This design comes from an exercise in tuning for small area, a short achievable clock period and few clock cycles on the open sky130 flow, not from production work. At most, simulation tests tie the RTL to the original design; equivalence was not proved. Power is estimated from default activity; no workload was simulated.

onyx:
## crcarc
module crcarc (
    input  wire        clk,
    input  wire        rst,         
    input  wire        cmd_valid,
    output wire        cmd_ready,
    input  wire [11:0] cmd,
    output reg         rsp_valid,
    output reg  [31:0] rsp
);
Size: ~1200 cells after synthesis, roughly 160 flip-flops, ~49 I/O pins, roughly 0.0087 sq mm of cells after synthesis.
export LEC_CHECK = 0
export ABC_AREA = 1
export CAP_MARGIN = 20
export CORE_MARGIN = 2
export CORE_UTILIZATION = 60
export CTS_BUF_LIST = sky130_fd_sc_hd__clkbuf_8
export CTS_CLUSTER_SIZE = 30
export SETUP_SLACK_MARGIN = 2.9
export SLEW_MARGIN = 20
create_clock -name core_clock -period 5.0 [get_ports {clk}]
standard.sh (not shown) runs the stock make flow with config.mk's settings and CLKGATE_MAP_FILE= SYNTH_SCRIPT=/design/flow/synth_recipe.tcl, a recipe that flattens the netlist after the stock synthesis.
==> flow/flow/run.sh <==
#!/bin/bash
# The standard layout (standard.sh, with the standard flow's synthesis unchanged), with
# two changes to how it is made:
#  - the port buffers are sky130_fd_sc_hd__buf_1 cells (every input and
#    output port still gets its own buffer; the resizer sizes them later);
#  - clock tree synthesis inserts no dummy load cells.
# Each tool's full output stays in orfs/logs; make's own output goes to
# standard.log in this folder.
set -euo pipefail
export BUFFER_PORTS_ARGS="-buffer_cell sky130_fd_sc_hd__buf_1"
export CTS_ARGS="-sink_clustering_enable -repair_clock_nets -sink_clustering_size 30 -buf_list sky130_fd_sc_hd__clkbuf_8 -dont_use_dummy_load"
bash standard.sh > standard.log 2>&1
Testbench counts of onyx, summed over its fixed seeds: cycles 16,202.
The following lists how indigo was set up differently from onyx:
--- a/flow/design.v
+++ b/flow/design.v
@@ -43,18 +43,16 @@
     reg [2:0]  hcode;
     reg [15:0] calc;        
     reg        calc_v;
     reg        match;
     reg        ill;
     reg [11:0] cq;
     reg [2:0]  dq_lo;
     reg        dq_ci;
-    reg        rsp_due;
-    reg [4:0]  rsel;
     assign cmd_ready = 1'b1;
     wire [3:0] op  = cq[11:8];
     wire [7:0] arg = cq[7:0];
     reg [15:0] crc_next_byte;
     integer    i;
     always @(*) begin
         crc_next_byte = crc ^ {8'h00, arg};
         for (i = 0; i < 8; i = i + 1) begin
@@ -105,34 +103,34 @@
                                         (arg[2:0] == 3'd3 || arg[2:0] == 3'd4) ? 1'b0 : 1'b1, ~arg[0]}
                                      : arg[3:0];
     wire       h_err  = hcode[2] | (hcode[1] & hcode[0]);
     wire [1:0] hstate = h_err ? 2'd3 : hcode[1:0];
     wire [3:0] herrc  = h_err ? {1'b0, hcode} : 4'd0;
     wire       h_run  = (hcode == H_RUN);
     wire [31:0] status = {decimals, digits, 1'b0, hcnt, dpos, herrc, derrc,
                           2'b00, ill, match, hstate, dstate};
-    wire [31:0] rsp_word = ({32{rsel[0]}} & {16'd0, crc})
-               | ({32{rsel[1]}} & {2'd0, acc})
-               | ({32{rsel[2]}} & {16'd0, hexv})
-               | ({32{rsel[3]}} & {16'd0, calc})
-               | ({32{rsel[4]}} & status);
+    reg  [31:0] rsp_word;
+    always @(*) begin
+        case (arg)
+            8'h00:   rsp_word = {16'd0, crc};
+            8'h01:   rsp_word = {2'd0, acc_p ? hi_next : acc_hi, acc_lo};
+            8'h02:   rsp_word = {16'd0, hexv};
+            8'h03:   rsp_word = calc_v ? {16'd0, calc} : 32'd0;
+            8'h04:   rsp_word = status;
+            default: rsp_word = 32'd0;
+        endcase
+    end
     always @(posedge clk) begin
         cq[7:0] <= cmd[7:0];
         dq_lo   <= cmd[3] ? 3'd7 : cmd[2:0];
         dq_ci   <= cmd[3] & cmd[0];
         rsp     <= rsp_word;      
-        rsel    <= 5'd0;
-        if (op == OP_RD && arg[7:3] == 5'd0) begin
-            rsel[0] <= (arg[2:0] == 3'd0);
-            rsel[1] <= (arg[2:0] == 3'd1);
-            rsel[2] <= (arg[2:0] == 3'd2);
-            rsel[3] <= (arg[2:0] == 3'd3) && calc_v;
-            rsel[4] <= (arg[2:0] == 3'd4);
-        end
+        if (op == OP_HEX_CHECK && h_run && hcnt == 3'd4)
+            calc <= crc;          
         if (rst) begin
             cq[11:8]  <= OP_NOP;
             crc       <= 16'd0;
             acc_lo    <= 15'd0;
             acc_hi    <= 15'd0;
             acc_c     <= 4'd0;
             acc_p     <= 1'b0;
             digits    <= 4'd0;
@@ -141,21 +139,19 @@
             dcode     <= D_IDLE;
             hexv      <= 16'd0;
             hcnt      <= 3'd0;
             hcode     <= H_IDLE;
             calc_v    <= 1'b0;
             match     <= 1'b0;
             ill       <= 1'b0;
             rsp_valid <= 1'b0;
-            rsp_due   <= 1'b0;
         end else begin
             cq[11:8]  <= cmd_valid ? cmd[11:8] : OP_NOP;
-            rsp_due   <= 1'b0;
-            rsp_valid <= rsp_due;
+            rsp_valid <= 1'b0;
             acc_p     <= 1'b0;
             if (acc_p)
                 acc_hi <= hi_next;
             begin
                 case (op)
                     OP_NOP: ;
                     OP_CRC_CLR:  crc <= 16'd0;
                     OP_CRC_BYTE: crc <= crc_next_byte;
@@ -205,27 +201,26 @@
                                 hcnt <= hcnt + 3'd1;
                             end
                         end else if (!h_err)
                             hcode <= H_SEQ;
                     end
                     OP_HEX_CHECK: begin
                         if (h_run) begin
                             if (hcnt == 3'd4) begin
-                                calc  <= crc;
                                 calc_v <= 1'b1;
                                 match <= (hexv == crc);
                                 hcode <= H_DONE;
                             end else
                                 hcode <= H_LEN;
                         end else if (!h_err)
                             hcode <= H_SEQ;
                     end
                     OP_RD: begin
-                        rsp_due <= 1'b1;
+                        rsp_valid <= 1'b1;
                         if (arg > 8'h04)
                             ill <= 1'b1;
                     end
                     default: ill <= 1'b1;    
                 endcase
             end
         end
     end
### Flow results
In the metrics for onyx and indigo, the one carrying the lower setup slack is indigo. Per the comparison of indigo with onyx, power decreased 2.4%, well tap count saw a decrease, sequential share of cell area -0.76 points. Number of nets in the synthesized netlist: higher on onyx. Relative to onyx, the cell area after synthesis measured on indigo has decreased by a few percent. Sort onyx and indigo by portion of total power attributed to the clock network desc -> top: indigo. Between onyx and indigo, the difference in clock distribution area overhead in the final layout is negligible.
The RTL of indigo was laid out without a check of its function.

========
crcarc, a different RTL version from the one above (not shown whole).
Size in the first run: roughly 940 cells after synthesis.
clock: 5.0 ns
lec_check: 0
cap_margin: 20
core_margin: 2
core_utilization: 40
setup_slack_margin: 2.5
slew_margin: 20
run.sh (not shown) runs the stock make flow with config.mk's settings and CLKGATE_MAP_FILE= SYNTH_SCRIPT=/design/flow/synth_recipe.tcl, a recipe that flattens the netlist after the stock synthesis.
Stock flow here: none of the scripts above is used.
The starting point produced a clean layout.
==> next run, changes <==
--- a/flow/design.v
+++ b/flow/design.v
@@ -1,19 +1,19 @@
 module crcarc (
     input  wire        clk,
     input  wire        rst,         
     input  wire        cmd_valid,
     output wire        cmd_ready,
     input  wire [11:0] cmd,
     output reg         rsp_valid,
-    output reg  [31:0] rsp
+    output wire [31:0] rsp
 );
     localparam [3:0] OP_NOP       = 4'h0;
     localparam [3:0] OP_CRC_CLR   = 4'h1;
     localparam [3:0] OP_CRC_BYTE  = 4'h2;
     localparam [3:0] OP_DEC_START = 4'h3;
     localparam [3:0] OP_DEC_CHAR  = 4'h4;
     localparam [3:0] OP_HEX_START = 4'h5;
     localparam [3:0] OP_HEX_CHAR  = 4'h6;
     localparam [3:0] OP_HEX_CHECK = 4'h7;
     localparam [3:0] OP_RD        = 4'h8;
     localparam [2:0] D_IDLE  = 3'd0;
@@ -37,22 +37,23 @@
     reg [3:0]  digits;
     reg [3:0]  decimals;
     reg [3:0]  dpos;
     reg [2:0]  dcode;
     reg [15:0] hexv;
     reg [2:0]  hcnt;
     reg [2:0]  hcode;
     reg [15:0] calc;
     reg        match;
     reg        ill;
     reg [11:0] cq;
+    reg [4:0]  rsel;
     assign cmd_ready = 1'b1;
     wire [3:0] op  = cq[11:8];
     wire [7:0] arg = cq[7:0];
     reg [15:0] crc_next_byte;
     integer    i;
     always @(*) begin
         crc_next_byte = crc ^ {8'h00, arg};
         for (i = 0; i < 8; i = i + 1) begin
             if (crc_next_byte[0])
                 crc_next_byte = (crc_next_byte >> 1) ^ 16'hA001;
             else
@@ -97,36 +98,37 @@
                               && (arg[2:0] != 3'd0) && (arg[2:0] != 3'd7);
     wire       arg_is_hex   = arg_is_digit || arg_is_alpha;
     wire [3:0] hex_val      = arg[6] ? {1'b1, (arg[2:0] == 3'd1 || arg[2:0] == 3'd2) ? 1'b0 : 1'b1,
                                         (arg[2:0] == 3'd3 || arg[2:0] == 3'd4) ? 1'b0 : 1'b1, ~arg[0]}
                                      : arg[3:0];
     wire       h_err  = hcode[2] | (hcode[1] & hcode[0]);
     wire [1:0] hstate = h_err ? 2'd3 : hcode[1:0];
     wire [3:0] herrc  = h_err ? {1'b0, hcode} : 4'd0;
     wire       h_run  = (hcode == H_RUN);
     wire [31:0] status = {decimals, digits, 1'b0, hcnt, dpos, herrc, derrc,
                           2'b00, ill, match, hstate, dstate};
-    reg  [31:0] rd_value;
-    always @(*) begin
-        case (arg)
-            8'h00:   rd_value = {16'd0, crc};
-            8'h01:   rd_value = {2'd0, acc_p ? hi_next : acc_hi, acc_lo};
-            8'h02:   rd_value = {16'd0, hexv};
-            8'h03:   rd_value = {16'd0, calc};
-            8'h04:   rd_value = status;
-            default: rd_value = 32'd0;
-        endcase
-    end
+    assign rsp = ({32{rsel[0]}} & {16'd0, crc})
+               | ({32{rsel[1]}} & {2'd0, acc})
+               | ({32{rsel[2]}} & {16'd0, hexv})
+               | ({32{rsel[3]}} & {16'd0, calc})
+               | ({32{rsel[4]}} & status);
     always @(posedge clk) begin
         cq[7:0] <= cmd[7:0];
-        rsp     <= rd_value;      
+        rsel    <= 5'd0;
+        if (op == OP_RD && arg[7:3] == 5'd0) begin
+            rsel[0] <= (arg[2:0] == 3'd0);
+            rsel[1] <= (arg[2:0] == 3'd1);
+            rsel[2] <= (arg[2:0] == 3'd2);
+            rsel[3] <= (arg[2:0] == 3'd3);
+            rsel[4] <= (arg[2:0] == 3'd4);
+        end
         if (rst) begin
             cq[11:8]  <= OP_NOP;
             crc       <= 16'd0;
             acc_lo    <= 15'd0;
             acc_hi    <= 15'd0;
             acc_c     <= 4'd0;
             acc_p     <= 1'b0;
             digits    <= 4'd0;
             decimals  <= 4'd0;
             dpos      <= 4'd0;
             dcode     <= D_IDLE;
Effect: The new run completed without violations. Sequential cell count went down by 27. Setup slack degrades by 0.13 ns. Combinational power went down by about 8%. Register-to-register slack loses 0.08 ns. Count of clock-buffer cells in the layout fell by 3. Worst hold slack is better by 0.027 ns. Clock skew goes down by 0.0081 ns. Via count drops by 2.0%. First-iteration DRC count fell by 14%. Cell area drops by 5.5%. Fmax came out lower by 4.7%. Total power went down by 14%. Wire length went down by 1.8%.
Function was not checked in any run of this note: the RTL went through the layout flow alone.

========
Setup of v6:
Another version of the RTL of crcarc (not shown whole).
Size in the first run: roughly 930 cells after synthesis, about 49 I/O pins, roughly 8500 um2 of cells after synthesis.
clock: 5.0 ns
lec_check: 0
cap_margin: 20
core_margin: 2
core_utilization: 60
cts_buf_list: sky130_fd_sc_hd__clkbuf_8
cts_cluster_size: 30
setup_slack_margin: 2.7
slew_margin: 20
## Diff of input files: v7 against v6
-- flow/design.v --
<<< v6, line 118
        end
    end
    wire [17:0] lo5_x   = {1'b0, acc_lo, a_dlo};
    wire [17:0] lo5_y   = {3'b000, acc_lo};
    wire [9:0]  lo5_l   = {1'b0, lo5_x[8:0]} + {1'b0, lo5_y[8:0]} + {9'd0, arg[3]};
    wire [8:0]  lo5_h0  = lo5_x[17:9] + lo5_y[17:9];
    wire [8:0]  lo5_h1  = lo5_x[17:9] + lo5_y[17:9] + 9'd1;
    wire [17:0] lo5     = {lo5_l[9] ? lo5_h1 : lo5_h0, lo5_l[8:0]};
    wire [18:0] lo_next = {lo5, arg[0]};
    wire [13:0] hi5_x   = {acc_hi[11:0], (acc_c[3] ? 2'b11 : acc_c[2:1])};
    wire [13:0] hi5_y   = acc_hi[13:0];
    wire [7:0]  hi5_l   = {1'b0, hi5_x[6:0]} + {1'b0, hi5_y[6:0]} + {7'd0, acc_c[3]};
    wire [6:0]  hi5_h0  = hi5_x[13:7] + hi5_y[13:7];
    wire [6:0]  hi5_h1  = hi5_x[13:7] + hi5_y[13:7] + 7'd1;
    wire [13:0] hi5     = {hi5_l[7] ? hi5_h1 : hi5_h0, hi5_l[6:0]};
    wire [14:0] hi_next = {hi5, acc_c[0]};
    wire [29:0] acc     = {acc_hi, acc_lo};
>>> v7, line 118
        end
    end
    wire [17:0] lo5     = {1'b0, acc_lo, a_dlo} + {3'b000, acc_lo} + {17'd0, arg[3]};
    wire [18:0] lo_next = {lo5, arg[0]};
    wire [13:0] hi5     = {acc_hi[11:0], (acc_c[3] ? 2'b11 : acc_c[2:1])} + acc_hi[13:0]
                        + {13'd0, acc_c[3]};
    wire [14:0] hi_next = {hi5, acc_c[0]};
    wire [29:0] acc     = {acc_hi, acc_lo};
<<< v6, line 159
    always @(posedge clk) begin
        rsp  <= rsp_word;        
        if (o_hchk && h_run && h_full)
            calc <= crc;         
        rsel <= 5'd0;
        if (o_rd && arg[7:3] == 5'd0) begin
>>> v7, line 150
    always @(posedge clk) begin
        rsp  <= rsp_word;        
        rsel <= 5'd0;
        if (o_rd && arg[7:3] == 5'd0) begin
<<< v6, line 254
                if (h_run) begin
                    if (h_full) begin
                        calc_v <= 1'b1;
                        match  <= (hexv == crc);
>>> v7, line 243
                if (h_run) begin
                    if (h_full) begin
                        calc   <= crc;
                        calc_v <= 1'b1;
                        match  <= (hexv == crc);
Notes after the runs:
The higher number of cells on the worst reg-to-reg path came out of v6.
Compared with v6, in v7 design area fell about 4.6%, violation count after the first detailed-route iteration rose 18%, share of the core filled with cells in the final layout about even, synthesized instance count fell 5.7%, wire length on met3 rose 26%.
Routed wire in v7 totals less than in v6.
Fraction of synthesized cell area in xor and xnor cells (lower): v7
Part of the total power dissipated in sequential elements (higher): v7
Post-CTS setup buffer count in v7 is 5 higher than in v6
Post-synthesis share of cell area spent on and, or, nand and nor gates sits lower in v7 than in v6.
v7 gives less die area than v6 did.
Worst setup slack was higher in v6 than in v7.
Taking v6 as the reference point, the critical path data arrival time of v7 rises by 240 ps.
No functional check of the RTL was part of any run of this note.

========
== job 101 ==
crcarc, a different RTL version from the one above (not shown whole).
Size: ~890 cells after synthesis, about 130 flip-flops, ~0.0074 mm² of cells after synthesis.
clock: 5.0 ns
lec_check: 0
cap_margin: 20
core_margin: 2
core_utilization: 40
setup_slack_margin: 2.5
slew_margin: 20
Testbench counts of job 101, summed over its fixed seeds: cycles 16,194.
Relative to job 101, the following input files were edited for job 102:
--- a/flow/design.v
+++ b/flow/design.v
@@ -74,27 +74,24 @@
             4'd6:    cfg_legal = (arg[3:0] <= 4'd3);
             4'd7:    cfg_legal = (arg[3:0] <= 4'd2);
             4'd8:    cfg_legal = (arg[3:0] <= 4'd1);
             4'd9:    cfg_legal = (arg[3:0] == 4'd0);
             default: cfg_legal = 1'b0;
         endcase
     end
     wire       at_point     = (decimals != 4'd0) && (dpos == digits);
     wire       dec_last     = (decimals == 4'd0) ? (dpos + 4'd1 == digits)
                                                  : ({1'b0, dpos} == {1'b0, digits} + {1'b0, decimals});
-    wire [3:0]  dig         = arg[3:0];
-    wire [18:0] lo_next     = {1'b0, acc_lo, (dig[3] ? 3'd7 : dig[2:0])}
-                            + {3'b000, acc_lo, dig[3]}
-                            + {18'd0, dig[3] & dig[0]};
-    wire [14:0] hi_next     = {acc_hi[11:0], (acc_c[3] ? 3'd7 : acc_c[2:0])}
-                            + {acc_hi[13:0], acc_c[3]}
-                            + {14'd0, acc_c[3] & acc_c[0]};
+    wire [17:0] lo5         = {3'd0, acc_lo} + {1'b0, acc_lo, 2'b00} + {15'd0, arg[3:1]};
+    wire [18:0] lo_next     = {lo5, arg[0]};
+    wire [13:0] hi5         = acc_hi[13:0] + {acc_hi[11:0], 2'b00} + {11'd0, acc_c[3:1]};
+    wire [14:0] hi_next     = {hi5, acc_c[0]};
     wire [29:0] acc         = {acc_hi, acc_lo};
     wire [1:0] dstate = (dcode == D_IDLE) ? 2'd0 :
                         (dcode == D_RUN)  ? 2'd1 :
                         (dcode == D_DONE) ? 2'd2 : 2'd3;
     wire [3:0] derrc  = (dstate == 2'd3) ? {1'b0, dcode} : 4'd0;
     wire       d_run  = (dcode == D_RUN);
     wire       d_err  = (dstate == 2'd3);
     wire       arg_is_alpha = (arg[7:6] == 2'b01) && (arg[4:3] == 2'b00)
                               && (arg[2:0] != 3'd0) && (arg[2:0] != 3'd7);
     wire       arg_is_hex   = arg_is_digit || arg_is_alpha;
Results
Diff job 101 -> job 102 | fraction of area in registers | decrease of 1.5 points
NOTE non-clock buffer count job 101->job 102 increased by a little under 10%
The minimum clock period of job 102 exceeds that of job 101 by 100 ps.
Job 102 ends up with a highest attainable clock frequency that is 0.014 GHz lower than in job 101.
On routed wire length, job 102 does worse than job 101.
Core utilization: job 102 > job 101
Function not checked in job 102: the RTL went through the layout flow alone.

==> port drivers added, routing unchanged <==
The flow's constraints put no driver on any port. The routed layouts listed below were extracted and timed again, unchanged, in two steps. Step 1, drivers: a clkbuf_16 drives clk and a buf_2 each remaining input, both assumed. Step 2 adds t to the input delays and takes it off the output delays; t is the mean of the earliest and latest rising clock arrival at the registers after step 1. Input paths then give back, and output paths get back, about the clock's delay inside the block. a / b / c = no drivers / after step 1 / after step 2; a / b = the first two.
run	shift t [ns]	setup slack, ns	slew at the worst register clock pin (ns)	cell pins on the clock port's net
onyx	0.490	2.952 / 2.952 / 2.546	0.08 / 0.08	1
indigo	0.495	2.870 / 2.870 / 2.560	0.09 / 0.09	1
the first run of note 2	0.476	2.447 / 2.447 / 2.301	0.07 / 0.07	1
the second run of note 2	0.468	2.322 / 2.277 / 2.176	0.06 / 0.06	1
v6	0.492	2.704 / 2.704 / 2.518	0.10 / 0.10	1
v7	0.485	2.495 / 2.495 / 2.495	0.09 / 0.09	1
job 101	0.464	2.375 / 2.375 / 2.307	0.06 / 0.06	1
job 102	0.474	2.273 / 2.273 / 2.273	0.06 / 0.06	1
After both steps every run listed still meets setup and hold. The setup slack of onyx, which loses most, moves by 0.000 ns with the drivers and by -0.406 ns with both steps.
